This design comes from an exercise in tuning for small area, a short achievable clock period and few clock cycles on the open sky130 flow, not from production work. Only simulation tests tie the RTL to the original design; equivalence was not proved. Power figures rest on the tool's default switching activity, not on a simulated workload.

$ cat design/flow/run.sh
#!/bin/bash
# synth_recipe.tcl (not shown) runs the flow's synth.tcl, then flattens the netlist and writes it again
# the make line also repeats each setting of config.mk as NAME=value (left out here)
make -C /OpenROAD-flow-scripts/flow DESIGN_CONFIG=/design/flow/config.mk WORK_HOME=/design/flow/orfs CLKGATE_MAP_FILE= SYNTH_SCRIPT=/design/flow/synth_recipe.tcl finish
$ cat design/flow/config.mk
export PLATFORM = sky130hd
export DESIGN_NAME = vrd
export DESIGN_NICKNAME = vrd
export VERILOG_FILES = /design/flow/design.v
export SDC_FILE = /design/flow/constraint.sdc
export NUM_CORES = 4
export LEC_CHECK = 0
export CAP_MARGIN = 20
export CORE_MARGIN = 2
export CORE_UTILIZATION = 40
export SLEW_MARGIN = 20
export SYNTH_MEMORY_MAX_BITS = 16384
$ cat design/flow/constraint.sdc
create_clock -name core_clock -period 10.0 [get_ports {clk}]
set_input_delay 2.0000 -clock core_clock [delete_from_list [all_inputs] [get_ports {clk}]]
set_output_delay 2.0000 -clock core_clock [all_outputs]
set_load 0.01 [all_outputs]
$ cat design/flow/design.v
module vrd_scan (
    input  wire [2:0] shape,    
    input  wire       regime,
    input  wire [5:0] cursor,   
    output reg  [5:0] pos
);
    always @(*) begin
        case ({shape, regime, cursor})
            {3'd0, 1'b0, 6'd0}: pos = 6'd0;
            {3'd0, 1'b0, 6'd1}: pos = 6'd1;
            {3'd0, 1'b0, 6'd2}: pos = 6'd8;
            {3'd0, 1'b0, 6'd3}: pos = 6'd16;
            {3'd0, 1'b0, 6'd4}: pos = 6'd9;
            {3'd0, 1'b0, 6'd5}: pos = 6'd2;
            {3'd0, 1'b0, 6'd6}: pos = 6'd3;
            {3'd0, 1'b0, 6'd7}: pos = 6'd10;
            {3'd0, 1'b0, 6'd8}: pos = 6'd17;
            {3'd0, 1'b0, 6'd9}: pos = 6'd24;
            {3'd0, 1'b0, 6'd10}: pos = 6'd32;
            {3'd0, 1'b0, 6'd11}: pos = 6'd25;
            {3'd0, 1'b0, 6'd12}: pos = 6'd18;
            {3'd0, 1'b0, 6'd13}: pos = 6'd11;
            {3'd0, 1'b0, 6'd14}: pos = 6'd4;
            {3'd0, 1'b0, 6'd15}: pos = 6'd5;
            {3'd0, 1'b0, 6'd16}: pos = 6'd12;
            {3'd0, 1'b0, 6'd17}: pos = 6'd19;
            {3'd0, 1'b0, 6'd18}: pos = 6'd26;
            {3'd0, 1'b0, 6'd19}: pos = 6'd33;
            {3'd0, 1'b0, 6'd20}: pos = 6'd40;
            {3'd0, 1'b0, 6'd21}: pos = 6'd48;
            {3'd0, 1'b0, 6'd22}: pos = 6'd41;
            {3'd0, 1'b0, 6'd23}: pos = 6'd34;
            {3'd0, 1'b0, 6'd24}: pos = 6'd27;
            {3'd0, 1'b0, 6'd25}: pos = 6'd20;
            {3'd0, 1'b0, 6'd26}: pos = 6'd13;
            {3'd0, 1'b0, 6'd27}: pos = 6'd6;
            {3'd0, 1'b0, 6'd28}: pos = 6'd7;
            {3'd0, 1'b0, 6'd29}: pos = 6'd14;
            {3'd0, 1'b0, 6'd30}: pos = 6'd21;
            {3'd0, 1'b0, 6'd31}: pos = 6'd28;
            {3'd0, 1'b0, 6'd32}: pos = 6'd35;
            {3'd0, 1'b0, 6'd33}: pos = 6'd42;
            {3'd0, 1'b0, 6'd34}: pos = 6'd49;
            {3'd0, 1'b0, 6'd35}: pos = 6'd56;
            {3'd0, 1'b0, 6'd36}: pos = 6'd57;
            {3'd0, 1'b0, 6'd37}: pos = 6'd50;
            {3'd0, 1'b0, 6'd38}: pos = 6'd43;
            {3'd0, 1'b0, 6'd39}: pos = 6'd36;
            {3'd0, 1'b0, 6'd40}: pos = 6'd29;
            {3'd0, 1'b0, 6'd41}: pos = 6'd22;
            {3'd0, 1'b0, 6'd42}: pos = 6'd15;
            {3'd0, 1'b0, 6'd43}: pos = 6'd23;
            {3'd0, 1'b0, 6'd44}: pos = 6'd30;
            {3'd0, 1'b0, 6'd45}: pos = 6'd37;
            {3'd0, 1'b0, 6'd46}: pos = 6'd44;
            {3'd0, 1'b0, 6'd47}: pos = 6'd51;
            {3'd0, 1'b0, 6'd48}: pos = 6'd58;
            {3'd0, 1'b0, 6'd49}: pos = 6'd59;
            {3'd0, 1'b0, 6'd50}: pos = 6'd52;
            {3'd0, 1'b0, 6'd51}: pos = 6'd45;
            {3'd0, 1'b0, 6'd52}: pos = 6'd38;
            {3'd0, 1'b0, 6'd53}: pos = 6'd31;
            {3'd0, 1'b0, 6'd54}: pos = 6'd39;
            {3'd0, 1'b0, 6'd55}: pos = 6'd46;
            {3'd0, 1'b0, 6'd56}: pos = 6'd53;
            {3'd0, 1'b0, 6'd57}: pos = 6'd60;
            {3'd0, 1'b0, 6'd58}: pos = 6'd61;
            {3'd0, 1'b0, 6'd59}: pos = 6'd54;
            {3'd0, 1'b0, 6'd60}: pos = 6'd47;
            {3'd0, 1'b0, 6'd61}: pos = 6'd55;
            {3'd0, 1'b0, 6'd62}: pos = 6'd62;
            {3'd0, 1'b0, 6'd63}: pos = 6'd63;
            {3'd0, 1'b1, 6'd0}: pos = 6'd0;
            {3'd0, 1'b1, 6'd1}: pos = 6'd8;
            {3'd0, 1'b1, 6'd2}: pos = 6'd1;
            {3'd0, 1'b1, 6'd3}: pos = 6'd2;
            {3'd0, 1'b1, 6'd4}: pos = 6'd9;
            {3'd0, 1'b1, 6'd5}: pos = 6'd16;
            {3'd0, 1'b1, 6'd6}: pos = 6'd24;
            {3'd0, 1'b1, 6'd7}: pos = 6'd17;
            {3'd0, 1'b1, 6'd8}: pos = 6'd10;
            {3'd0, 1'b1, 6'd9}: pos = 6'd3;
            {3'd0, 1'b1, 6'd10}: pos = 6'd4;
            {3'd0, 1'b1, 6'd11}: pos = 6'd11;
            {3'd0, 1'b1, 6'd12}: pos = 6'd18;
            {3'd0, 1'b1, 6'd13}: pos = 6'd25;
            {3'd0, 1'b1, 6'd14}: pos = 6'd32;
            {3'd0, 1'b1, 6'd15}: pos = 6'd40;
            {3'd0, 1'b1, 6'd16}: pos = 6'd33;
            {3'd0, 1'b1, 6'd17}: pos = 6'd26;
            {3'd0, 1'b1, 6'd18}: pos = 6'd19;
            {3'd0, 1'b1, 6'd19}: pos = 6'd12;
            {3'd0, 1'b1, 6'd20}: pos = 6'd5;
            {3'd0, 1'b1, 6'd21}: pos = 6'd6;
            {3'd0, 1'b1, 6'd22}: pos = 6'd13;
            {3'd0, 1'b1, 6'd23}: pos = 6'd20;
            {3'd0, 1'b1, 6'd24}: pos = 6'd27;
            {3'd0, 1'b1, 6'd25}: pos = 6'd34;
            {3'd0, 1'b1, 6'd26}: pos = 6'd41;
            {3'd0, 1'b1, 6'd27}: pos = 6'd48;
            {3'd0, 1'b1, 6'd28}: pos = 6'd56;
            {3'd0, 1'b1, 6'd29}: pos = 6'd49;
            {3'd0, 1'b1, 6'd30}: pos = 6'd42;
            {3'd0, 1'b1, 6'd31}: pos = 6'd35;
            {3'd0, 1'b1, 6'd32}: pos = 6'd28;
            {3'd0, 1'b1, 6'd33}: pos = 6'd21;
            {3'd0, 1'b1, 6'd34}: pos = 6'd14;
            {3'd0, 1'b1, 6'd35}: pos = 6'd7;
            {3'd0, 1'b1, 6'd36}: pos = 6'd15;
            {3'd0, 1'b1, 6'd37}: pos = 6'd22;
            {3'd0, 1'b1, 6'd38}: pos = 6'd29;
            {3'd0, 1'b1, 6'd39}: pos = 6'd36;
            {3'd0, 1'b1, 6'd40}: pos = 6'd43;
            {3'd0, 1'b1, 6'd41}: pos = 6'd50;
            {3'd0, 1'b1, 6'd42}: pos = 6'd57;
            {3'd0, 1'b1, 6'd43}: pos = 6'd58;
            {3'd0, 1'b1, 6'd44}: pos = 6'd51;
            {3'd0, 1'b1, 6'd45}: pos = 6'd44;
            {3'd0, 1'b1, 6'd46}: pos = 6'd37;
            {3'd0, 1'b1, 6'd47}: pos = 6'd30;
            {3'd0, 1'b1, 6'd48}: pos = 6'd23;
            {3'd0, 1'b1, 6'd49}: pos = 6'd31;
            {3'd0, 1'b1, 6'd50}: pos = 6'd38;
            {3'd0, 1'b1, 6'd51}: pos = 6'd45;
            {3'd0, 1'b1, 6'd52}: pos = 6'd52;
            {3'd0, 1'b1, 6'd53}: pos = 6'd59;
            {3'd0, 1'b1, 6'd54}: pos = 6'd60;
            {3'd0, 1'b1, 6'd55}: pos = 6'd53;
            {3'd0, 1'b1, 6'd56}: pos = 6'd46;
            {3'd0, 1'b1, 6'd57}: pos = 6'd39;
            {3'd0, 1'b1, 6'd58}: pos = 6'd47;
            {3'd0, 1'b1, 6'd59}: pos = 6'd54;
            {3'd0, 1'b1, 6'd60}: pos = 6'd61;
            {3'd0, 1'b1, 6'd61}: pos = 6'd62;
            {3'd0, 1'b1, 6'd62}: pos = 6'd55;
            {3'd0, 1'b1, 6'd63}: pos = 6'd63;
            {3'd3, 1'b0, 6'd0}: pos = 6'd0;
            {3'd3, 1'b0, 6'd1}: pos = 6'd1;
            {3'd3, 1'b0, 6'd2}: pos = 6'd8;
            {3'd3, 1'b0, 6'd3}: pos = 6'd16;
            {3'd3, 1'b0, 6'd4}: pos = 6'd9;
            {3'd3, 1'b0, 6'd5}: pos = 6'd2;
            {3'd3, 1'b0, 6'd6}: pos = 6'd3;
            {3'd3, 1'b0, 6'd7}: pos = 6'd10;
            {3'd3, 1'b0, 6'd8}: pos = 6'd17;
            {3'd3, 1'b0, 6'd9}: pos = 6'd24;
            {3'd3, 1'b0, 6'd10}: pos = 6'd25;
            {3'd3, 1'b0, 6'd11}: pos = 6'd18;
            {3'd3, 1'b0, 6'd12}: pos = 6'd11;
            {3'd3, 1'b0, 6'd13}: pos = 6'd4;
            {3'd3, 1'b0, 6'd14}: pos = 6'd5;
            {3'd3, 1'b0, 6'd15}: pos = 6'd12;
            {3'd3, 1'b0, 6'd16}: pos = 6'd19;
            {3'd3, 1'b0, 6'd17}: pos = 6'd26;
            {3'd3, 1'b0, 6'd18}: pos = 6'd27;
            {3'd3, 1'b0, 6'd19}: pos = 6'd20;
            {3'd3, 1'b0, 6'd20}: pos = 6'd13;
            {3'd3, 1'b0, 6'd21}: pos = 6'd6;
            {3'd3, 1'b0, 6'd22}: pos = 6'd7;
            {3'd3, 1'b0, 6'd23}: pos = 6'd14;
            {3'd3, 1'b0, 6'd24}: pos = 6'd21;
            {3'd3, 1'b0, 6'd25}: pos = 6'd28;
            {3'd3, 1'b0, 6'd26}: pos = 6'd29;
            {3'd3, 1'b0, 6'd27}: pos = 6'd22;
            {3'd3, 1'b0, 6'd28}: pos = 6'd15;
            {3'd3, 1'b0, 6'd29}: pos = 6'd23;
            {3'd3, 1'b0, 6'd30}: pos = 6'd30;
            {3'd3, 1'b0, 6'd31}: pos = 6'd31;
            {3'd3, 1'b1, 6'd0}: pos = 6'd0;
            {3'd3, 1'b1, 6'd1}: pos = 6'd8;
            {3'd3, 1'b1, 6'd2}: pos = 6'd1;
            {3'd3, 1'b1, 6'd3}: pos = 6'd2;
            {3'd3, 1'b1, 6'd4}: pos = 6'd9;
            {3'd3, 1'b1, 6'd5}: pos = 6'd16;
            {3'd3, 1'b1, 6'd6}: pos = 6'd24;
            {3'd3, 1'b1, 6'd7}: pos = 6'd17;
            {3'd3, 1'b1, 6'd8}: pos = 6'd10;
            {3'd3, 1'b1, 6'd9}: pos = 6'd3;
            {3'd3, 1'b1, 6'd10}: pos = 6'd4;
            {3'd3, 1'b1, 6'd11}: pos = 6'd11;
            {3'd3, 1'b1, 6'd12}: pos = 6'd18;
            {3'd3, 1'b1, 6'd13}: pos = 6'd25;
            {3'd3, 1'b1, 6'd14}: pos = 6'd26;
            {3'd3, 1'b1, 6'd15}: pos = 6'd19;
            {3'd3, 1'b1, 6'd16}: pos = 6'd12;
            {3'd3, 1'b1, 6'd17}: pos = 6'd5;
            {3'd3, 1'b1, 6'd18}: pos = 6'd6;
            {3'd3, 1'b1, 6'd19}: pos = 6'd13;
            {3'd3, 1'b1, 6'd20}: pos = 6'd20;
            {3'd3, 1'b1, 6'd21}: pos = 6'd27;
            {3'd3, 1'b1, 6'd22}: pos = 6'd28;
            {3'd3, 1'b1, 6'd23}: pos = 6'd21;
            {3'd3, 1'b1, 6'd24}: pos = 6'd14;
            {3'd3, 1'b1, 6'd25}: pos = 6'd7;
            {3'd3, 1'b1, 6'd26}: pos = 6'd15;
            {3'd3, 1'b1, 6'd27}: pos = 6'd22;
            {3'd3, 1'b1, 6'd28}: pos = 6'd29;
            {3'd3, 1'b1, 6'd29}: pos = 6'd30;
            {3'd3, 1'b1, 6'd30}: pos = 6'd23;
            {3'd3, 1'b1, 6'd31}: pos = 6'd31;
            {3'd6, 1'b0, 6'd0}: pos = 6'd0;
            {3'd6, 1'b0, 6'd1}: pos = 6'd1;
            {3'd6, 1'b0, 6'd2}: pos = 6'd4;
            {3'd6, 1'b0, 6'd3}: pos = 6'd8;
            {3'd6, 1'b0, 6'd4}: pos = 6'd5;
            {3'd6, 1'b0, 6'd5}: pos = 6'd2;
            {3'd6, 1'b0, 6'd6}: pos = 6'd3;
            {3'd6, 1'b0, 6'd7}: pos = 6'd6;
            {3'd6, 1'b0, 6'd8}: pos = 6'd9;
            {3'd6, 1'b0, 6'd9}: pos = 6'd12;
            {3'd6, 1'b0, 6'd10}: pos = 6'd16;
            {3'd6, 1'b0, 6'd11}: pos = 6'd13;
            {3'd6, 1'b0, 6'd12}: pos = 6'd10;
            {3'd6, 1'b0, 6'd13}: pos = 6'd7;
            {3'd6, 1'b0, 6'd14}: pos = 6'd11;
            {3'd6, 1'b0, 6'd15}: pos = 6'd14;
            {3'd6, 1'b0, 6'd16}: pos = 6'd17;
            {3'd6, 1'b0, 6'd17}: pos = 6'd20;
            {3'd6, 1'b0, 6'd18}: pos = 6'd24;
            {3'd6, 1'b0, 6'd19}: pos = 6'd21;
            {3'd6, 1'b0, 6'd20}: pos = 6'd18;
            {3'd6, 1'b0, 6'd21}: pos = 6'd15;
            {3'd6, 1'b0, 6'd22}: pos = 6'd19;
            {3'd6, 1'b0, 6'd23}: pos = 6'd22;
            {3'd6, 1'b0, 6'd24}: pos = 6'd25;
            {3'd6, 1'b0, 6'd25}: pos = 6'd28;
            {3'd6, 1'b0, 6'd26}: pos = 6'd29;
            {3'd6, 1'b0, 6'd27}: pos = 6'd26;
            {3'd6, 1'b0, 6'd28}: pos = 6'd23;
            {3'd6, 1'b0, 6'd29}: pos = 6'd27;
            {3'd6, 1'b0, 6'd30}: pos = 6'd30;
            {3'd6, 1'b0, 6'd31}: pos = 6'd31;
            {3'd6, 1'b1, 6'd0}: pos = 6'd0;
            {3'd6, 1'b1, 6'd1}: pos = 6'd4;
            {3'd6, 1'b1, 6'd2}: pos = 6'd1;
            {3'd6, 1'b1, 6'd3}: pos = 6'd2;
            {3'd6, 1'b1, 6'd4}: pos = 6'd5;
            {3'd6, 1'b1, 6'd5}: pos = 6'd8;
            {3'd6, 1'b1, 6'd6}: pos = 6'd12;
            {3'd6, 1'b1, 6'd7}: pos = 6'd9;
            {3'd6, 1'b1, 6'd8}: pos = 6'd6;
            {3'd6, 1'b1, 6'd9}: pos = 6'd3;
            {3'd6, 1'b1, 6'd10}: pos = 6'd7;
            {3'd6, 1'b1, 6'd11}: pos = 6'd10;
            {3'd6, 1'b1, 6'd12}: pos = 6'd13;
            {3'd6, 1'b1, 6'd13}: pos = 6'd16;
            {3'd6, 1'b1, 6'd14}: pos = 6'd20;
            {3'd6, 1'b1, 6'd15}: pos = 6'd17;
            {3'd6, 1'b1, 6'd16}: pos = 6'd14;
            {3'd6, 1'b1, 6'd17}: pos = 6'd11;
            {3'd6, 1'b1, 6'd18}: pos = 6'd15;
            {3'd6, 1'b1, 6'd19}: pos = 6'd18;
            {3'd6, 1'b1, 6'd20}: pos = 6'd21;
            {3'd6, 1'b1, 6'd21}: pos = 6'd24;
            {3'd6, 1'b1, 6'd22}: pos = 6'd28;
            {3'd6, 1'b1, 6'd23}: pos = 6'd25;
            {3'd6, 1'b1, 6'd24}: pos = 6'd22;
            {3'd6, 1'b1, 6'd25}: pos = 6'd19;
            {3'd6, 1'b1, 6'd26}: pos = 6'd23;
            {3'd6, 1'b1, 6'd27}: pos = 6'd26;
            {3'd6, 1'b1, 6'd28}: pos = 6'd29;
            {3'd6, 1'b1, 6'd29}: pos = 6'd30;
            {3'd6, 1'b1, 6'd30}: pos = 6'd27;
            {3'd6, 1'b1, 6'd31}: pos = 6'd31;
            {3'd7, 1'b0, 6'd0}: pos = 6'd0;
            {3'd7, 1'b0, 6'd1}: pos = 6'd1;
            {3'd7, 1'b0, 6'd2}: pos = 6'd4;
            {3'd7, 1'b0, 6'd3}: pos = 6'd8;
            {3'd7, 1'b0, 6'd4}: pos = 6'd5;
            {3'd7, 1'b0, 6'd5}: pos = 6'd2;
            {3'd7, 1'b0, 6'd6}: pos = 6'd3;
            {3'd7, 1'b0, 6'd7}: pos = 6'd6;
            {3'd7, 1'b0, 6'd8}: pos = 6'd9;
            {3'd7, 1'b0, 6'd9}: pos = 6'd12;
            {3'd7, 1'b0, 6'd10}: pos = 6'd13;
            {3'd7, 1'b0, 6'd11}: pos = 6'd10;
            {3'd7, 1'b0, 6'd12}: pos = 6'd7;
            {3'd7, 1'b0, 6'd13}: pos = 6'd11;
            {3'd7, 1'b0, 6'd14}: pos = 6'd14;
            {3'd7, 1'b0, 6'd15}: pos = 6'd15;
            {3'd7, 1'b1, 6'd0}: pos = 6'd0;
            {3'd7, 1'b1, 6'd1}: pos = 6'd4;
            {3'd7, 1'b1, 6'd2}: pos = 6'd1;
            {3'd7, 1'b1, 6'd3}: pos = 6'd2;
            {3'd7, 1'b1, 6'd4}: pos = 6'd5;
            {3'd7, 1'b1, 6'd5}: pos = 6'd8;
            {3'd7, 1'b1, 6'd6}: pos = 6'd12;
            {3'd7, 1'b1, 6'd7}: pos = 6'd9;
            {3'd7, 1'b1, 6'd8}: pos = 6'd6;
            {3'd7, 1'b1, 6'd9}: pos = 6'd3;
            {3'd7, 1'b1, 6'd10}: pos = 6'd7;
            {3'd7, 1'b1, 6'd11}: pos = 6'd10;
            {3'd7, 1'b1, 6'd12}: pos = 6'd13;
            {3'd7, 1'b1, 6'd13}: pos = 6'd14;
            {3'd7, 1'b1, 6'd14}: pos = 6'd11;
            {3'd7, 1'b1, 6'd15}: pos = 6'd15;
            default: pos = 6'd0;
        endcase
    end
endmodule
module vrd (
    input  wire        clk,
    input  wire        rst,           
    input  wire        cmd_valid,
    output wire        cmd_ready,
    input  wire [35:0] cmd_word,
    output wire        rsp_valid,
    input  wire        rsp_ready,
    output wire [35:0] rsp_word,
    output wire        irq,
    output wire        sym_req,
    output wire [1:0]  sym_class,
    output wire        sym_regime,
    input  wire        sym_ack,
    input  wire [3:0]  sym_data,
    output wire        coef_req,
    output wire [2:0]  coef_cs,
    input  wire        coef_ack,
    input  wire        coef_err,
    input  wire        coef_last,
    input  wire [31:0] coef_skip,
    input  wire [31:0] coef_value,
    output wire        itx_req,
    output wire        itx_op,        
    output wire [2:0]  itx_shape,
    output wire        itx_kind,      
    output wire [5:0]  itx_idx,
    output wire [15:0] itx_coef,
    input  wire        itx_ack,
    input  wire [15:0] itx_res,
    output wire        mem_req,
    output wire        mem_we,
    output wire [31:0] mem_addr,
    output wire [7:0]  mem_wdata,
    input  wire        mem_ack,
    input  wire [7:0]  mem_rdata
);
    localparam [3:0] OP_NOP = 4'd0, OP_SETQ = 4'd1, OP_SETCTX = 4'd2, OP_SETBASE = 4'd3,
                     OP_SETSTRIDE = 4'd4, OP_DECBLK = 4'd5, OP_CLRACC = 4'd6,
                     OP_RDREG = 4'd7, OP_RDBLK = 4'd8, OP_CLRERR = 4'd9;
    localparam [2:0] ST_OK = 3'd0, ST_ILLCMD = 3'd1, ST_UNCFG = 3'd2, ST_QZERO = 3'd3,
                     ST_STREAM = 3'd4, ST_REFUSED = 3'd5;
    localparam [2:0] SH_FULL = 3'd0, SH_PAIR8x4 = 3'd3, SH_PAIR4x8 = 3'd6, SH_QUAD = 3'd7;
    reg [7:0]  q_mquant;
    reg        q_halfqp;
    reg        q_pquant;
    reg        c_regime;
    reg [2:0]  c_cs;
    reg        c_patf;
    reg        c_resred;
    reg [31:0] dstbase;
    reg [31:0] dststride;
    reg [3:0]  cfgv;
    reg [23:0] ttacc3;         
    reg        res_valid;      
    reg [6:0]  placed0, placed1, placed2, placed3;
    reg        err;
    reg [2:0]  errcode;
    reg [1:0]  errsub;
    reg [31:0] cmdcnt;
    reg [7:0]  quant;
    reg        scale0;         
    reg [15:0] blk [0:63];
    reg [63:0] bval;           
    reg        crdy;           
    reg        st_exec;        
    reg [3:0]  op;
    reg [10:0] cd;             
    reg        cd_hi;          
    reg        st_sym, st_pull, st_bub1, st_bub2, st_fin, fin_err;
    reg        r_itx, r_itxop, r_mem, r_memwe;
    reg [1:0]  r_class;
    reg [2:0]  wshape;
    reg [3:0]  wsubpat;
    reg [1:0]  k;
    reg [6:0]  cur;
    reg [5:0]  pidx;
    reg        r_kind;
    reg [15:0] r_coef;
    reg [31:0] r_addr;
    reg [8:0]  r_res;          
    reg [7:0]  r_wdata;
    reg        r_rspv;
    reg [34:0] r_rsp;
    reg        we0;
    reg [5:0]  pos0;
    reg [15:0] v0;
    reg [1:0]  k0;
    reg        we1;
    reg [5:0]  cell1;
    reg [15:0] t1;
    wire st_beat = r_itx & ~r_itxop;
    wire st_res  = r_itx &  r_itxop;
    wire st_mrd  = r_mem & ~r_memwe;
    wire st_mwr  = r_mem &  r_memwe;
    wire d_noshape = cd[3];
    wire d_first   = cd[4];
    wire d_skipblk = cd[5];
    wire d_ttout   = cd[6];
    wire [2:0] d_n = cd[10:8];
    assign cmd_ready  = crdy;
    assign rsp_valid  = r_rspv;
    assign rsp_word   = {1'b0, r_rsp};
    assign irq        = err;
    assign sym_req    = st_sym;
    assign sym_class  = r_class;
    assign sym_regime = c_regime;
    assign coef_req   = st_pull;
    assign coef_cs    = c_cs;
    assign itx_req    = r_itx;
    assign itx_op     = r_itxop;
    assign itx_shape  = wshape;
    assign itx_kind   = r_kind;
    assign itx_idx    = pidx;
    assign itx_coef   = r_coef;
    assign mem_req    = r_mem;
    assign mem_we     = r_memwe;
    assign mem_addr   = r_addr;
    assign mem_wdata  = r_wdata;
    reg [3:0] pat;
    always @(*) begin
        case (wshape)
            SH_FULL:    pat = 4'hF;
            SH_QUAD:    pat = ~wsubpat;
            SH_PAIR8x4: pat = ~{wsubpat[1], wsubpat[1], wsubpat[0], wsubpat[0]};
            default:    pat = ~{wsubpat[1], wsubpat[0], wsubpat[1], wsubpat[0]};
        endcase
    end
    wire [31:0] reg_ttacc  = {1'b0, ttacc3[23:21], 1'b0, ttacc3[20:18], 1'b0, ttacc3[17:15],
                              1'b0, ttacc3[14:12], 1'b0, ttacc3[11:9],  1'b0, ttacc3[8:6],
                              1'b0, ttacc3[5:3],   1'b0, ttacc3[2:0]};
    wire [31:0] reg_result = res_valid ? {16'd0, 1'b1, wsubpat, wshape, 4'd0, pat} : 32'd0;
    wire [31:0] reg_status = {16'd0, cfgv, 2'd0, errsub, 1'b0, errcode, 3'd0, err};
    reg [31:0] regval;
    always @(*) begin
        case (cd[3:0])
            4'd0:    regval = {22'd0, q_pquant, q_halfqp, q_mquant};
            4'd1:    regval = {26'd0, c_resred, c_patf, c_cs, c_regime};
            4'd2:    regval = dstbase;
            4'd3:    regval = dststride;
            4'd4:    regval = reg_ttacc;
            4'd5:    regval = reg_result;
            4'd6:    regval = {1'b0, placed3, 1'b0, placed2, 1'b0, placed1, 1'b0, placed0};
            4'd7:    regval = reg_status;
            4'd8:    regval = cmdcnt;
            default: regval = {8'd0, quant, 7'd0, quant, scale0};
        endcase
    end
    reg rsv;
    always @(*) begin
        case (op)
            OP_SETQ:                  rsv = cd_hi | cd[10];
            OP_SETCTX, OP_RDBLK:      rsv = cd_hi | (|cd[10:6]);
            OP_SETBASE, OP_SETSTRIDE: rsv = 1'b0;
            OP_DECBLK:                rsv = cd_hi | cd[7];
            OP_RDREG:                 rsv = cd_hi | (|cd[10:4]);
            default:                  rsv = cd_hi | (|cd);
        endcase
    end
    wire admitted = (op == OP_NOP) | (op == OP_RDREG) | (op == OP_RDBLK) | (op == OP_CLRERR);
    wire refused  = err & ~admitted;
    wire illegal  = (op >= 4'd10) | rsv | ((op == OP_RDREG) & (cd[3:0] >= 4'd10)) |
                    ((op == OP_DECBLK) & d_noshape & (cd[2:0] != 3'd0));
    wire dec_go   = (op == OP_DECBLK) & (cfgv == 4'b1111) & (q_mquant != 8'd0);
    function [2:0] norm_shape(input [2:0] raw);
        case (raw)
            3'd0:             norm_shape = SH_FULL;
            3'd1, 3'd2, 3'd3: norm_shape = SH_PAIR8x4;
            3'd4, 3'd5, 3'd6: norm_shape = SH_PAIR4x8;
            default:          norm_shape = SH_QUAD;
        endcase
    endfunction
    wire wide = ~wshape[2];                
    reg       has_nxt;
    reg [1:0] nxt_k;
    always @(*) begin
        has_nxt = 1'b0;
        nxt_k   = 2'd0;
        case (wshape)
            SH_PAIR8x4, SH_PAIR4x8: begin
                has_nxt = (k == 2'd0) & ~wsubpat[0];
                nxt_k   = 2'd1;
            end
            SH_QUAD: begin
                if (k == 2'd0 && !wsubpat[2]) begin
                    has_nxt = 1'b1; nxt_k = 2'd1;
                end else if (k <= 2'd1 && !wsubpat[1]) begin
                    has_nxt = 1'b1; nxt_k = 2'd2;
                end else if (k <= 2'd2 && !wsubpat[0]) begin
                    has_nxt = 1'b1; nxt_k = 2'd3;
                end
            end
            default: ;
        endcase
    end
    function [5:0] cell_of(input [2:0] shp, input [1:0] kk, input [5:0] p);
        if (!shp[2])
            cell_of = {p[5] | (shp[0] & kk[0]), p[4:0]};
        else
            cell_of = {p[4] | (shp[0] & kk[1]), p[3:2], kk[0], p[1:0]};
    endfunction
    wire last_idx = wshape == SH_FULL ? (pidx == 6'd63) :
                    wshape == SH_QUAD ? (pidx[3:0] == 4'd15) : (pidx[4:0] == 5'd31);
    wire last_col = wide ? (pidx[2:0] == 3'd7) : (pidx[1:0] == 2'd3);
    wire [7:0] cur_sum = {1'b0, cur} + {1'b0, coef_skip[6:0]};
    wire       big     = (|coef_skip[31:7]) | cur_sum[7];
    wire       overrun = big | (wshape == SH_FULL ? cur_sum[6] :
                                wshape == SH_QUAD ? (|cur_sum[6:4]) : (|cur_sum[6:5]));
    wire       place   = ~coef_err & ~overrun;
    wire       sub_end = overrun | coef_last;
    reg [6:0] placed_k;
    always @(*) begin
        case (k)
            2'd0: placed_k = placed0;
            2'd1: placed_k = placed1;
            2'd2: placed_k = placed2;
            default: placed_k = placed3;
        endcase
    end
    wire [5:0] scan_pos;
    vrd_scan u_scan (
        .shape  (wshape),
        .regime (c_regime),
        .cursor (pos0),
        .pos    (scan_pos)
    );
    wire [15:0] t_next = v0 * {quant, scale0};
    wire [15:0] deq_val = q_pquant ? t1 : (t1[15] ? t1 - {8'd0, quant} : t1 + {8'd0, quant});
    wire [5:0] pidx_inc = pidx + 6'd1;
    wire [5:0] rsel = st_exec ? cd[5:0] : cell_of(wshape, k, st_beat ? pidx_inc : 6'd0);
    wire [15:0] rd_raw = bval[rsel] ? blk[rsel] : 16'd0;
    wire [15:0] rd_val = (we1 && cell1 == rsel) ? deq_val : rd_raw;
    wire        y0b = (wshape == SH_PAIR8x4 & k[0]) | (wshape == SH_QUAD & k[1]);
    wire        x0b = wshape[2] & k[0];
    wire [31:0] add_a = st_bub1 ? dstbase : r_addr;
    wire [31:0] add_b = st_bub1 ? (y0b ? {dststride[29:0], 2'b00} : 32'd0)
                                : (last_col ? dststride : 32'd0);
    wire [31:0] add_c = st_bub1 ? {29'd0, x0b, 2'b00}
                                : (last_col ? (wide ? 32'hFFFFFFF9 : 32'hFFFFFFFD) : 32'd1);
    wire [31:0] csa_s = add_a ^ add_b ^ add_c;
    wire [31:0] csa_c = (add_a & add_b) | (add_a & add_c) | (add_b & add_c);
    wire [31:0] addr_next = csa_s + {csa_c[30:0], 1'b0};
    wire        res_hi = ~itx_res[15] & ((|itx_res[14:8]) | (&itx_res[7:0]));
    wire        res_lo =  itx_res[15] & ~((&itx_res[14:8]) & (|itx_res[7:0]));
    wire [8:0]  res_sat = res_hi ? 9'd255 : res_lo ? 9'h101 : itx_res[8:0];
    wire [9:0]  pix_sum = {2'b00, mem_rdata} + {r_res[8], r_res};
    wire [7:0]  pix_new = pix_sum[9] ? 8'd0 : pix_sum[8] ? 8'd255 : pix_sum[7:0];
    always @(posedge clk) begin
        if (we1)
            blk[cell1] <= deq_val;
    end
    wire blk_clear = st_exec & ~r_rspv & ~refused & ~illegal & dec_go;
    always @(posedge clk) begin
        if (blk_clear)
            bval <= 64'd0;
        else if (we1)
            bval[cell1] <= 1'b1;
    end
    always @(posedge clk) begin
        v0    <= coef_value[15:0];
        pos0  <= cur_sum[5:0];
        k0    <= k;
        cell1 <= cell_of(wshape, k0, scan_pos);
        t1    <= t_next;
    end
    wire finish_ok = st_mwr & mem_ack & last_idx & ~has_nxt;
    always @(posedge clk) begin
        if (rst) begin
            q_mquant  <= 8'd0;
            q_halfqp  <= 1'b0;
            q_pquant  <= 1'b0;
            c_regime  <= 1'b0;
            c_cs      <= 3'd0;
            c_patf    <= 1'b0;
            c_resred  <= 1'b0;
            dstbase   <= 32'd0;
            dststride <= 32'd0;
            cfgv      <= 4'd0;
            ttacc3    <= 24'd0;
            res_valid <= 1'b0;
            wshape    <= 3'd0;
            wsubpat   <= 4'd0;
            placed0   <= 7'd0;
            placed1   <= 7'd0;
            placed2   <= 7'd0;
            placed3   <= 7'd0;
            err       <= 1'b0;
            errcode   <= 3'd0;
            errsub    <= 2'd0;
            cmdcnt    <= 32'd0;
            quant     <= 8'd0;
            scale0    <= 1'b0;
            crdy      <= 1'b1;
            st_exec   <= 1'b0;
            st_sym    <= 1'b0;
            st_pull   <= 1'b0;
            st_bub1   <= 1'b0;
            st_bub2   <= 1'b0;
            st_fin    <= 1'b0;
            r_itx     <= 1'b0;
            r_mem     <= 1'b0;
            r_rspv    <= 1'b0;
            we0       <= 1'b0;
            we1       <= 1'b0;
        end else begin
            we0 <= st_pull & coef_ack & place;
            we1 <= we0;
            if (r_rspv && rsp_ready)
                r_rspv <= 1'b0;
            if (crdy && cmd_valid) begin
                crdy    <= 1'b0;
                st_exec <= 1'b1;
                op      <= cmd_word[35:32];
                cd      <= cmd_word[10:0];
                cd_hi   <= |cmd_word[31:11];
                if (cmd_word[35:32] == OP_SETBASE && !err) begin
                    dstbase <= cmd_word[31:0];
                    cfgv[2] <= 1'b1;
                end
                if (cmd_word[35:32] == OP_SETSTRIDE && !err) begin
                    dststride <= cmd_word[31:0];
                    cfgv[3]   <= 1'b1;
                end
            end
            if (st_exec && !r_rspv) begin
                st_exec <= 1'b0;
                if (refused) begin
                    r_rspv <= 1'b1;
                    r_rsp  <= {ST_REFUSED, reg_status};
                    crdy   <= 1'b1;
                end else if (illegal) begin
                    r_rspv <= 1'b1;
                    crdy   <= 1'b1;
                    if (!err) begin
                        err     <= 1'b1;
                        errcode <= ST_ILLCMD;
                        errsub  <= 2'd0;
                        r_rsp   <= {ST_ILLCMD, 16'd0, cfgv, 2'd0, 2'd0, 1'b0, ST_ILLCMD, 3'd0, 1'b1};
                    end else begin
                        r_rsp   <= {ST_ILLCMD, reg_status};
                    end
                end else if (op == OP_DECBLK) begin
                    if (cfgv != 4'b1111) begin
                        r_rspv  <= 1'b1;
                        crdy    <= 1'b1;
                        err     <= 1'b1;
                        errcode <= ST_UNCFG;
                        errsub  <= 2'd0;
                        r_rsp   <= {ST_UNCFG, 16'd0, cfgv, 2'd0, 2'd0, 1'b0, ST_UNCFG, 3'd0, 1'b1};
                    end else if (q_mquant == 8'd0) begin
                        r_rspv  <= 1'b1;
                        crdy    <= 1'b1;
                        err     <= 1'b1;
                        errcode <= ST_QZERO;
                        errsub  <= 2'd0;
                        r_rsp   <= {ST_QZERO, 16'd0, cfgv, 2'd0, 2'd0, 1'b0, ST_QZERO, 3'd0, 1'b1};
                    end else begin
                        placed0   <= 7'd0;
                        placed1   <= 7'd0;
                        placed2   <= 7'd0;
                        placed3   <= 7'd0;
                        res_valid <= 1'b0;
                        quant     <= q_mquant[7] ? (~q_mquant + 8'd1) : q_mquant;
                        scale0    <= ~q_mquant[7] & q_halfqp;
                        cur       <= 7'd0;
                        fin_err   <= 1'b0;
                        wshape    <= norm_shape(cd[2:0]);
                        if (d_noshape) begin
                            st_sym  <= 1'b1;
                            r_class <= 2'd0;
                        end else begin
                            case (cd[2:0])
                                3'd0: begin
                                    wsubpat <= 4'd0;
                                    k       <= 2'd0;
                                    st_pull <= 1'b1;
                                end
                                3'd7: begin
                                    st_sym  <= 1'b1;
                                    r_class <= 2'd1;
                                end
                                3'd3, 3'd6: begin
                                    st_sym  <= 1'b1;
                                    r_class <= 2'd2;
                                end
                                3'd2, 3'd5: begin
                                    wsubpat <= 4'b0010;
                                    k       <= 2'd1;
                                    st_pull <= 1'b1;
                                end
                                default: begin
                                    wsubpat <= 4'b0001;
                                    k       <= 2'd0;
                                    st_pull <= 1'b1;
                                end
                            endcase
                        end
                    end
                end else begin
                    r_rspv <= 1'b1;
                    crdy   <= 1'b1;
                    cmdcnt <= cmdcnt + 32'd1;
                    r_rsp  <= {ST_OK, 32'd0};
                    case (op)
                        OP_SETQ: begin
                            q_mquant <= cd[7:0];
                            q_halfqp <= cd[8];
                            q_pquant <= cd[9];
                            cfgv[0]  <= 1'b1;
                        end
                        OP_SETCTX: begin
                            c_regime <= cd[0];
                            c_cs     <= cd[3:1];
                            c_patf   <= cd[4];
                            c_resred <= cd[5];
                            cfgv[1]  <= 1'b1;
                        end
                        OP_CLRACC: ttacc3 <= 24'd0;
                        OP_RDREG:  r_rsp <= {ST_OK, regval};
                        OP_RDBLK:  r_rsp <= {ST_OK, {16{rd_raw[15]}}, rd_raw};
                        OP_CLRERR: begin
                            err     <= 1'b0;
                            errcode <= 3'd0;
                            errsub  <= 2'd0;
                        end
                        default: ;
                    endcase
                end
            end
            if (st_sym && sym_ack) begin
                case (r_class)
                    2'd0: begin
                        wshape <= norm_shape(sym_data[2:0]);
                        if (sym_data[2:0] == 3'd0) begin
                            wsubpat <= 4'd0;
                            k       <= 2'd0;
                            st_sym  <= 1'b0;
                            st_pull <= 1'b1;
                        end else if (sym_data[2:0] == 3'd7) begin
                            r_class <= 2'd1;
                        end else if (sym_data[2:0] == 3'd3 || sym_data[2:0] == 3'd6 ||
                                     !d_first || c_patf) begin
                            r_class <= 2'd2;
                        end else begin
                            st_sym  <= 1'b0;
                            st_pull <= 1'b1;
                            if (sym_data[2:0] == 3'd2 || sym_data[2:0] == 3'd5) begin
                                wsubpat <= 4'b0010;
                                k       <= 2'd1;
                            end else begin
                                wsubpat <= 4'b0001;
                                k       <= 2'd0;
                            end
                        end
                    end
                    2'd1: begin
                        wsubpat <= ~sym_data;
                        st_sym  <= 1'b0;
                        st_pull <= |sym_data;
                        st_fin  <= ~(|sym_data);
                        k <= sym_data[3] ? 2'd0 : sym_data[2] ? 2'd1 : sym_data[1] ? 2'd2 : 2'd3;
                    end
                    default: begin
                        wsubpat <= (sym_data[1:0] == 2'd0) ? 4'd0 : {2'd0, sym_data[1:0] ^ 2'b11};
                        st_sym  <= 1'b0;
                        st_pull <= 1'b1;
                        k       <= (sym_data[1:0] == 2'd1) ? 2'd1 : 2'd0;
                    end
                endcase
            end
            if (st_pull && coef_ack) begin
                if (coef_err) begin
                    st_pull <= 1'b0;
                    st_fin  <= 1'b1;
                    fin_err <= 1'b1;
                end else begin
                    if (!overrun) begin
                        cur <= cur_sum[6:0] + 7'd1;
                        case (k)
                            2'd0: placed0 <= placed0 + 7'd1;
                            2'd1: placed1 <= placed1 + 7'd1;
                            2'd2: placed2 <= placed2 + 7'd1;
                            default: placed3 <= placed3 + 7'd1;
                        endcase
                    end
                    if (sub_end) begin
                        if (!d_skipblk) begin
                            st_pull <= 1'b0;
                            st_bub1 <= 1'b1;
                        end else if (has_nxt) begin
                            k   <= nxt_k;
                            cur <= 7'd0;
                        end else begin
                            st_pull <= 1'b0;
                            st_fin  <= 1'b1;
                        end
                    end
                end
            end
            if (st_bub1) begin
                st_bub1 <= 1'b0;
                st_bub2 <= 1'b1;
                r_kind  <= (placed_k == 7'd1);
                r_addr  <= addr_next;
            end
            if (st_bub2) begin
                st_bub2  <= 1'b0;
                r_itx    <= 1'b1;
                r_itxop  <= 1'b0;
                pidx     <= 6'd0;
                r_coef   <= rd_val;
            end
            if (st_beat && itx_ack) begin
                if (last_idx) begin
                    r_itxop <= 1'b1;
                    pidx    <= 6'd0;
                end else begin
                    pidx    <= pidx_inc;
                    r_coef  <= rd_val;
                end
            end
            if (st_res && itx_ack) begin
                r_itx   <= 1'b0;
                r_mem   <= 1'b1;
                r_memwe <= 1'b0;
                r_res   <= res_sat;
            end
            if (st_mrd && mem_ack) begin
                r_memwe <= 1'b1;
                r_wdata <= pix_new;
            end
            if (st_mwr && mem_ack) begin
                r_mem <= 1'b0;
                if (!last_idx) begin
                    pidx    <= pidx_inc;
                    r_itx   <= 1'b1;
                    r_addr  <= addr_next;
                end else if (has_nxt) begin
                    k       <= nxt_k;
                    cur     <= 7'd0;
                    st_pull <= 1'b1;
                end
            end
            if (finish_ok || (st_fin && !fin_err && !we0 && !we1)) begin
                st_fin    <= 1'b0;
                r_rspv    <= 1'b1;
                crdy      <= 1'b1;
                res_valid <= 1'b1;
                cmdcnt    <= cmdcnt + 32'd1;
                r_rsp     <= {ST_OK, 16'd0, 1'b1, wsubpat, wshape, 4'd0, pat};
                if (d_ttout)
                    ttacc3 <= ttacc3 | ({21'd0, wshape} << (d_n * 3));
            end
            if (st_fin && fin_err && !we0 && !we1) begin
                st_fin <= 1'b0;
                r_rspv <= 1'b1;
                crdy   <= 1'b1;
                if (!err) begin
                    err     <= 1'b1;
                    errcode <= ST_STREAM;
                    errsub  <= k;
                    r_rsp   <= {ST_STREAM, 16'd0, cfgv, 2'd0, k, 1'b0, ST_STREAM, 3'd0, 1'b1};
                end else begin
                    r_rsp   <= {ST_STREAM, reg_status};
                end
            end
        end
    end
endmodule
==> results.txt <==
==> logic make-up (layout without fill, tap and decap cells) <==
group / after synthesis / count (layout) / synth area share [%]
other cells: 1 / 4 / 0.005284
fa+ha+maj: 215 / 215 / 4.841
simple gates: 2443 / 2443 / 15.75
compound gates: 1510 / 1510 / 14.40
xor+xnor: 106 / 106 / 1.308
flops: 1474 / 1474 / 57.95
mux: 133 / 133 / 1.990
buf+inv: 656 / 900 / 3.750
==> state kept, by name (all words and copies together), names as in the netlist, 7 cells and up <==
| register | cells |
|---|---|
| blk | 1024 |
| bval | 64 |
| r_rsp | 35 |
| cmdcnt | 32 |
| dstbase | 32 |
| dststride | 32 |
| r_addr | 32 |
| ttacc3 | 24 |
| r_coef | 16 |
| t1 | 16 |
| v0 | 16 |
| cd | 11 |
| r_res | 9 |
| q_mquant | 8 |
| quant | 8 |
| r_wdata | 8 |
| cur | 7 |
| placed0 | 7 |
| placed1 | 7 |
| placed2 | 7 |
| placed3 | 7 |
==> worst max-delay path, cell delays in order, from the launching register on <==
cell and delay (ns):
edfxtp_1 0.53, ha_1 0.32, ha_1 0.21, mux2i_1 0.52, or2_2 0.81, inv_2 0.50, a22o_1 0.37, fa_1 0.54
ha_1 0.34, a211oi_1 0.08, o211ai_1 0.24, a41oi_1 0.26, nor3_1 0.32, o32ai_1 0.14, buf_4 0.17, o31ai_1 0.51
a211oi_1 0.19, xnor2_1 0.16, mux2_2 0.26
==> cell type report <==
type	instances	area, um^2	area share, %
Antenna cell	3	7.507	0.009252
Clock buffer	209	4299	5.298
Sequential cell	1474	41130	50.69
Tap cell	2340	2928	3.608
Timing Repair Buffer	417	3787	4.668
Inverter	196	737.0	0.9083
Multi-Input combinational cell	4408	27470	33.86
Clock inverter	78	778.2	0.9592
==> synthesized netlist by cell type, drive strengths merged, types with 12 or more instances <==
library cell,count,area [um^2]
nor4,26,177.7
fa,100,2002
a311oi,134,1174
edfxtp,1161,34860
clkbuf,269,1010
mux2,15,168.9
nand2,1176,4417
or4,18,135.1
buf,191,915.9
xnor2,59,516.8
or2,15,93.84
dfxtp,313,6266
o22ai,20,125.1
o211ai,23,172.7
a211o,13,113.9
a22o,12,105.1
o21ai,213,1066
xor2,47,411.6
a221oi,18,157.7
nor3,90,450.4
a21o,37,277.8
nand2b,28,175.2
ha,113,1414
a211oi,245,1839
o21a,35,262.8
o31ai,44,330.3
and2,83,519.3
a32oi,30,262.8
a2111oi,22,192.7
nand3,189,950.9
nor2b,48,300.3
a31oi,128,800.8
a21oi,354,1775
a22oi,73,553.0
nand4,36,237.7
inv,194,728.2
o21bai,12,101.4
or3,34,212.7
mux2i,113,1131
nor2,393,1475
and3,263,1645
==> routing by layer <==
metal	up-vias	part of all wire [%]	GRT usage (%)
met5	-	0	0
met4	0	5.5	12.89
met3	525	7.0	4.023
met2	2181	48	41.23
met1	26640	39	31.68
li1	24350	-	-
==> stage by stage <==
stage	power (mW)	cells	hold slack, ns	utilization [%]
6_report	13.79	9125	0.4514	46.02
5_1_grt	14.18	9123	0.4821	46.02
4_1_cts	13.83	9122	0.4542	46.01
3_3_place_gp	8.069	8835	0.4395	43.13
3_5_place_dp	8.079	8835	0.4467	43.13
2_1_floorplan	7.557	6538	0.4119	-
==> report_power, final <==
part / switching [mW] / internal [mW]
combinational: 0.857 / 0.426
sequential: 0.123 / 6.58
clock: 2.52 / 3.28
total: 3.50 / 10.3
==> final timing paths <==
check	from	to	slack, ns	depth (start not counted)
worst max-delay path	pidx[0]	r_addr[30]	3.27	18
worst min-delay path	c_resred	c_resred	0.45	2
worst max register to register	pidx[0]	r_addr[30]	3.27	18
worst min register to register	c_resred	c_resred	0.45	2
==> impl_metrics.toml <==
[grt]
overflow = 0
grt_pass1_wl_um = 338400
antenna_found_initial = 4
grt_max_degree = 134
grt_pass1_vias = 51050
grtUsageTotal_pct = 24.99

[yosys]
synth_seq_cells = 1474
async_reset_ff_share_pct = 0
ys_warn_count = 2
synth_edf_count = 1161
synthCells = 6538
syn-cell-area_um2 = 70970
postSynthAreaPerCell_um2 = 10.85
ys.flop_type = "edfxtp_1"
synthDistinctLibCells = 95
synth_fp_nets = 6889
synth_seq_area_share_pct = 57.95

[clock_tree]
clkTransAtPathRegs_ns = 0.06
cts.sinks = 1474
cts_hold_buf = 0
ctsRootBufferMaster = "clkbuf_16"
cts_resized = 0
cts_tree = "built"
clkLatencyLatePin_ns = 0.82
ctsHtreeMaxLevel = 4
post_cts_buffers = 0
cts-buffers-inserted = 160
clockBufferDepth = 3

[sta]
relSlewSlack_pct = 22.62
hold_viol = 0
fin_crit_sh_pct = 67.33
skew_ns = 0.05416
setup_ws_ns = 3.267
rsz0062_at_grt = "false"
period_minus_slack_ns = 6.733
tightest_slew_ns = 1.153
setup_viol = 0
setup_tns_ns = 0
max_freq_mhz = 148.5
finalMaxSlewViolations = 0

[detailed_routing]
ant_nets = 0
drt_iter0_drc = 5378
wire_per_inst_um = 25.42
routed_wl_um = 231900
drt-pass1-iter-count = 8
drc = 0
viasPerCell = 5.884
dr_total_vias = 53700

[die]
die-area_um2 = 180800
initial_utilization_pct = 40.25
rows = 154
core-area_um2 = 176300
die_y_um = 425.2
die_w_um = 425.2
ios = 255

[cells_and_area]
nets = 7008
fill_cells = 16040
final_common_cell = "nand2_1"
drive_above_1_share_pct = 7.461
stdcell_area_um2 = 81140
syn_to_final_growth_pct = 14.33
layout_common_cells = "1170 x nand2_1, 1161 x edfxtp_1, 389 x nor2_1, 351 x a21oi_1, 311 x dfxtp_1"

[critical_path]
crit_path_end_kind = "register"
cp-start-kind = "register"
required_ns = 10.57
crit_arrival_ns = 7.30
critical_path.max_fanout = 34
crit_type = "reg2reg"

[placement]
gp_routability_congestion = 0.9694
hpwl_um = 150300
place_ws_ns = 2.944
dpl-instance-area_um2 = 76050
portBuffers = 237

[power]
irDropWorstVdd_mv = 0.2066
p_leak_nw = 28.61
power_density_nw_per_um2 = 169.9

[min_path]
hold_class = "reg2reg"

[status]
status = "timing/DRC/antenna clean"

[run]
drv_cap = 0
Testbench counts, summed over its fixed seeds: cycles 129,187.

## separate check: timing with driven ports
How much do the figures lean on ideal ports? The routed layout below was timed once more, with nothing changed but the port constraints.
Step 1 assumes that a clkbuf_16 drives the clock port and a buf_2 every other input.
Step 2 moves the port delays by t, midway between the first and last clock arrival at a register: inputs arrive t later, outputs are due t later. That takes back most of the time a late clock gives input paths.
Slacks: no drivers / after step 1 / after step 2; pairs: no drivers / after step 1.
t (ns): 0.877
slack for setup (ns): 3.267 / 3.267 / 3.267
worst setup path after step 2: register to register
worst data-port slew with drivers (ns): 0.10
After both steps setup and hold are still met in this run. For this run, drivers alone change the setup slack by 0.000 ns; drivers and shift together by 0.000 ns.
